Background: an optimization exercise with open tools, aiming at small area. Do not read the settings as production practice. The RTL was checked by simulation tests, not by an equivalence proof against the original design. Power figures rest on the tool's default switching activity, not on a simulated workload.

Design ibus_mixer, start of the top module:
module ibus_mixer #(
    parameter [15:0] DUTY_MAX = 16'd500
) (
    input  wire        clk,
    input  wire        rst,
    input  wire        in_valid,
    input  wire [7:0]  in_byte,
    input  wire        tick,
    output wire [15:0] ch0,
    output wire [15:0] ch1,
    output wire [15:0] ch2,
    output wire [15:0] ch3,
    output wire [15:0] ch4,
    output wire [15:0] ch5,
    output wire [15:0] a_speed,
    output wire [15:0] b_speed,
    output wire        a_dir,
    output wire        b_dir
);
Settings: LEC_CHECK=0, CAP_MARGIN=20, CORE_MARGIN=2, CORE_UTILIZATION=60, SLEW_MARGIN=20; clock period 33.0 ns.
standard.sh (not shown) runs the stock make flow with config.mk's settings and CLKGATE_MAP_FILE= SYNTH_SCRIPT=/design/flow/synth_recipe.tcl, a recipe that flattens the netlist after the stock synthesis.
==> flow/flow/run.sh <==
#!/bin/bash
# The standard layout (standard.sh) with these changes:
#  - synthesis maps the logic with an area-oriented ABC script
#    (flow/abc_area.script, used through ABC_AREA=1 from a copy of the
#    ORFS scripts folder) and leaves adders to ABC (no ADDER_MAP_FILE);
#    flip-flop mapping is untouched;
#  - ports are buffered with buf_1;
#  - the clock tree uses clkbuf_4 in small clusters, without dummy loads;
#  - the constant outputs share synthesis's single tie cell.
# make's output goes to standard.log; ORFS writes each step's log under orfs/logs.
set -euo pipefail
HERE=$(pwd)
rm -rf "$HERE/scripts_mod"
cp -r "$FLOW_HOME/scripts" "$HERE/scripts_mod"
cp "$HERE/flow/abc_area.script" "$HERE/scripts_mod/abc_area.script"
bash standard.sh \
  "SCRIPTS_DIR=$HERE/scripts_mod" \
  "ABC_AREA=1" \
  "ADDER_MAP_FILE=" \
  "SKIP_REPAIR_TIE_FANOUT=1" \
  "BUFFER_PORTS_ARGS=-buffer_cell sky130_fd_sc_hd__buf_1" \
  "CTS_ARGS=-sink_clustering_enable -repair_clock_nets -dont_use_dummy_load -buf_list sky130_fd_sc_hd__clkbuf_8 -sink_clustering_size 22 -sink_clustering_max_diameter 60" \
  finish > standard.log 2>&1
==> flow/flow/abc_area.script <==
strash
&get -n
&dch -f
&if -a -K 3
&mfs -e -W 20 -L 20
&fx
&st
&put
balance -l
resub -K 6 -l
rewrite -l
resub -K 6 -N 2 -l
refactor -l
resub -K 8 -l
balance -l
resub -K 8 -N 2 -l
rewrite -l
resub -K 10 -l
rewrite -z -l
resub -K 10 -N 2 -l
balance -l
resub -K 12 -l
refactor -z -l
resub -K 12 -N 2 -l
rewrite -z -l
balance -l
&get -n
&dch -f
&if -a -K 4
&mfs -e -W 20 -L 20
&fx
&st
&put
balance -l
resub -K 6 -l
rewrite -l
resub -K 6 -N 2 -l
refactor -l
resub -K 8 -l
balance -l
resub -K 8 -N 2 -l
rewrite -l
resub -K 10 -l
rewrite -z -l
resub -K 10 -N 2 -l
balance -l
resub -K 12 -l
refactor -z -l
resub -K 12 -N 2 -l
rewrite -z -l
balance -l
&get -n
&dch -f
&if -a -K 3
&mfs -e -W 20 -L 20
&fx
&st
&put
balance -l
resub -K 6 -l
rewrite -l
resub -K 6 -N 2 -l
refactor -l
resub -K 8 -l
balance -l
resub -K 8 -N 2 -l
rewrite -l
resub -K 10 -l
rewrite -z -l
resub -K 10 -N 2 -l
balance -l
resub -K 12 -l
refactor -z -l
resub -K 12 -N 2 -l
rewrite -z -l
balance -l
&get -n
&dch -f
&if -a -K 4
&mfs -e -W 20 -L 20
&fx
&st
&put
balance -l
resub -K 6 -l
rewrite -l
resub -K 6 -N 2 -l
refactor -l
resub -K 8 -l
balance -l
resub -K 8 -N 2 -l
rewrite -l
resub -K 10 -l
rewrite -z -l
resub -K 10 -N 2 -l
balance -l
resub -K 12 -l
refactor -z -l
resub -K 12 -N 2 -l
rewrite -z -l
balance -l
&get -n
&st
&dch -f
&nf -p -F 8 -R 1000
&put
topo
The baseline finished with timing, DRC and antenna clean.
==> next run, changes <==
--- a/flow/flow/run.sh
+++ b/flow/flow/run.sh
@@ -22 +22 @@
-  "CTS_ARGS=-sink_clustering_enable -repair_clock_nets -dont_use_dummy_load -buf_list sky130_fd_sc_hd__clkbuf_8 -sink_clustering_size 22 -sink_clustering_max_diameter 60" \
+  "CTS_ARGS=-sink_clustering_enable -repair_clock_nets -dont_use_dummy_load -buf_list sky130_fd_sc_hd__clkbuf_4 -sink_clustering_size 11 -sink_clustering_max_diameter 40" \
The new run completed without violations.
Synthesized area is unchanged.
Core utilization hardly moves.
Hold slack got worse by 14 ps.
Global-route usage is higher by 0.37 points.
Final cell count came out higher by 1.2%.
Wire length increases by about 1.4%.
Critical path depth does not change.
Worst setup slack improved by 190 ps.
==> next run, changes <==
Settings changed: CORE_UTILIZATION 60 to 75.
Utilization goes up by 17 points.
Clock-buffer cell count goes down by 1.
Power stays flat.
==> next run, changes <==
--- a/flow/flow/run.sh
+++ b/flow/flow/run.sh
@@ -22 +22 @@
-  "CTS_ARGS=-sink_clustering_enable -repair_clock_nets -dont_use_dummy_load -buf_list sky130_fd_sc_hd__clkbuf_4 -sink_clustering_size 11 -sink_clustering_max_diameter 40" \
+  "CTS_ARGS=-sink_clustering_enable -repair_clock_nets -dont_use_dummy_load -buf_list sky130_fd_sc_hd__clkbuf_4 -sink_clustering_buffer sky130_fd_sc_hd__clkbuf_2 -sink_clustering_size 6 -sink_clustering_max_diameter 30" \
Settings changed: CORE_UTILIZATION 75 to 60.
Result: The new run passed the timing, DRC and antenna checks; via count went down by about 0.9%; final cell count went up by 5.6%; area after synthesis is unchanged; sequential cell count is unchanged.


Setup of the previous run:
ibus_mixer, a different RTL version from the one above (not shown whole).
Size: ~230 flip-flops, roughly 140 I/O pins, roughly 0.0092 mm^2 of cells after synthesis.
Design ibus_mixer, start of the top module:
module ibus_mixer #(
    parameter [15:0] DUTY_MAX = 16'd500
) (
    input  wire        clk,
    input  wire        rst,
    input  wire        in_valid,
    input  wire [7:0]  in_byte,
    input  wire        tick,
    output wire [15:0] ch0,
    output wire [15:0] ch1,
    output wire [15:0] ch2,
    output wire [15:0] ch3,
    output wire [15:0] ch4,
    output wire [15:0] ch5,
    output wire [15:0] a_speed,
    output wire [15:0] b_speed,
    output wire        a_dir,
    output wire        b_dir
);
export LEC_CHECK = 0
export CAP_MARGIN = 20
export CORE_MARGIN = 2
export CORE_UTILIZATION = 60
export SLEW_MARGIN = 20
create_clock -name core_clock -period 33.0 [get_ports {clk}]
==> flow/flow/run.sh <==
#!/bin/bash
# The standard layout (standard.sh) with these changes:
#  - synthesis maps the logic with an area-oriented ABC script
#    (flow/abc_area.script, used through ABC_AREA=1 from a copy of the
#    ORFS scripts folder) and leaves adders to ABC (no ADDER_MAP_FILE);
#    flip-flop mapping is untouched;
#  - ports are buffered with buf_1;
#  - the clock tree uses clkbuf_8 in small clusters, without dummy loads;
#  - the constant outputs share synthesis's single tie cell.
# make's output goes to standard.log; ORFS writes each step's log under orfs/logs.
set -euo pipefail
HERE=$(pwd)
rm -rf "$HERE/scripts_mod"
cp -r "$FLOW_HOME/scripts" "$HERE/scripts_mod"
cp "$HERE/flow/abc_area.script" "$HERE/scripts_mod/abc_area.script"
bash standard.sh \
  "SCRIPTS_DIR=$HERE/scripts_mod" \
  "ABC_AREA=1" \
  "ADDER_MAP_FILE=" \
  "SKIP_REPAIR_TIE_FANOUT=1" \
  "BUFFER_PORTS_ARGS=-buffer_cell sky130_fd_sc_hd__buf_1" \
  "CTS_ARGS=-sink_clustering_enable -repair_clock_nets -dont_use_dummy_load -buf_list sky130_fd_sc_hd__clkbuf_8 -sink_clustering_size 20 -sink_clustering_max_diameter 50" \
  finish > standard.log 2>&1
Scripts as last shown in full above: flow/flow/abc_area.script
What the current run does differently from the previous run at the input level:
diff --git a/flow/flow/run.sh b/flow/flow/run.sh
--- a/flow/flow/run.sh
+++ b/flow/flow/run.sh
@@ -8 +8 @@
-#  - the clock tree uses clkbuf_8 in small clusters, without dummy loads;
+#  - the clock tree uses clkbuf_4 in small clusters, without dummy loads;
@@ -22 +22 @@
-  "CTS_ARGS=-sink_clustering_enable -repair_clock_nets -dont_use_dummy_load -buf_list sky130_fd_sc_hd__clkbuf_8 -sink_clustering_size 20 -sink_clustering_max_diameter 50" \
+  "CTS_ARGS=-sink_clustering_enable -repair_clock_nets -dont_use_dummy_load -buf_list sky130_fd_sc_hd__clkbuf_4 -sink_clustering_size 10 -sink_clustering_max_diameter 30" \
Results
- Row part of the total power dissipated in the clock network: the current run higher / the previous run lower
- Relative to the previous run, the current run degrades clock skew.
- Cells: the current run has more instances than the previous run
- The current run ends up with lower power share of the sequential group than the previous run does.
- [the current run vs the previous run] setup slack: higher in the current run
- Between the previous run and the current run, the flow reports internal power increasing slightly.
- Via count normalized by instance count essentially unchanged between the previous run and the current run.
- The current run can be clocked faster than the previous run.
- Compared to the previous run, the current run has global-route total usage across every layer 0.66 points higher.
- | leakage component of the power | the current run vs the previous run | worse |


Setup of run a:
ibus_mixer, a different RTL version from the one above (not shown whole).
For scale: ~720 cells after synthesis, about 230 flip-flops, roughly 140 I/O pins.
export LEC_CHECK = 0
export CAP_MARGIN = 20
export CORE_MARGIN = 2
export CORE_UTILIZATION = 60
export SLEW_MARGIN = 20
create_clock -name core_clock -period 33.0 [get_ports {clk}]
==> flow/flow/run.sh <==
#!/bin/bash
# The standard layout (standard.sh) with these changes:
#  - synthesis maps the logic with an area-oriented ABC script
#    (flow/abc_area.script, used through ABC_AREA=1 from a copy of the
#    ORFS scripts folder) and leaves adders to ABC (no ADDER_MAP_FILE);
#    flip-flop mapping is untouched;
#  - ports are buffered with buf_1;
#  - the clock tree uses clkbuf_4 in small clusters, without dummy loads;
#  - the constant outputs share synthesis's single tie cell.
# make's output goes to standard.log; ORFS writes each step's log under orfs/logs.
set -euo pipefail
HERE=$(pwd)
rm -rf "$HERE/scripts_mod"
cp -r "$FLOW_HOME/scripts" "$HERE/scripts_mod"
cp "$HERE/flow/abc_area.script" "$HERE/scripts_mod/abc_area.script"
bash standard.sh \
  "SCRIPTS_DIR=$HERE/scripts_mod" \
  "ABC_AREA=1" \
  "ADDER_MAP_FILE=" \
  "SKIP_REPAIR_TIE_FANOUT=1" \
  "BUFFER_PORTS_ARGS=-buffer_cell sky130_fd_sc_hd__buf_1" \
  "CTS_ARGS=-sink_clustering_enable -repair_clock_nets -dont_use_dummy_load -buf_list sky130_fd_sc_hd__clkbuf_4 -sink_clustering_size 11 -sink_clustering_max_diameter 40" \
  finish > standard.log 2>&1
Scripts as last shown in full above: flow/flow/abc_area.script
Relative to run a, the following input files were edited for run b:
-- flow/flow/run.sh --
<<< run a, line 22
  "CTS_ARGS=-sink_clustering_enable -repair_clock_nets -dont_use_dummy_load -buf_list sky130_fd_sc_hd__clkbuf_4 -sink_clustering_size 11 -sink_clustering_max_diameter 40" \
>>> run b, line 22
  "CTS_ARGS=-sink_clustering_enable -repair_clock_nets -dont_use_dummy_load -buf_list sky130_fd_sc_hd__clkbuf_4 -sink_clustering_size 10 -sink_clustering_max_diameter 30" \
==> notes.md <==
Run b: all stages complete, timing, DRC and antenna checks passed. When run b is measured against run a, its power density relative to cell area turns out 3.0% higher. | maximum level of the CTS H-tree | lower: run a |. Relative to run a, internal power summed over all cells has gone up in run b. Run b and run a ended up with roughly the same worst hold slack. Looking at overall power of the completed layout, run b sits above run a. Taking run a as the reference, in run b combinational power held, net count reported at finish went up about 1.1%. Going from run a to run b, design area grew slightly. Clock latency of the later-clocked register in the worst-skew pair, run b and run a, higher one = run a. CTS clock-pin slew for the worst setup and hold paths of run a is on par with run b. Of run b and run a, run a shows the lower utilization, with run b above it.

afterwards: timing with drivers on the ports:
No port has a modelled driver above. Below, the same layouts with a new extraction and two added sets of constraints.
Step 1: set_driving_cell puts a clkbuf_16 on clk and a buf_2 on each other input, an assumption about the parent block.
Step 2, shift: input delay + t, output delay - t, t = (earliest + latest rising clock arrival at the registers) / 2. This alone moves slack from input paths to output paths.
Slacks: ideal / step 1 / step 2; pairs: ideal / step 1.
| run | t, ns | setup WS [ns] | worst register clock-pin slew, ns |
|---|---|---|---|
| the first run of note 1 | 0.530 | 22.481 / 22.494 / 21.965 | 0.12 / 0.12 |
| the second run of note 1 | 0.655 | 22.670 / 22.684 / 22.029 | 0.11 / 0.11 |
| the third run of note 1 | 0.681 | 22.721 / 22.721 / 22.102 | 0.12 / 0.12 |
| the fourth run of note 1 | 0.617 | 22.580 / 22.595 / 21.977 | 0.12 / 0.12 |
| the previous run | 0.543 | 22.901 / 22.913 / 22.369 | 0.12 / 0.12 |
| the current run | 0.637 | 23.005 / 23.015 / 22.379 | 0.10 / 0.10 |
| run a | 0.657 | 22.545 / 22.559 / 21.901 | 0.12 / 0.12 |
| run b | 0.630 | 22.438 / 22.450 / 21.820 | 0.10 / 0.10 |
After both steps setup and hold are still met in every run listed. The setup slack of run a, which loses most, moves by +0.014 ns with the drivers and by -0.644 ns with both steps.
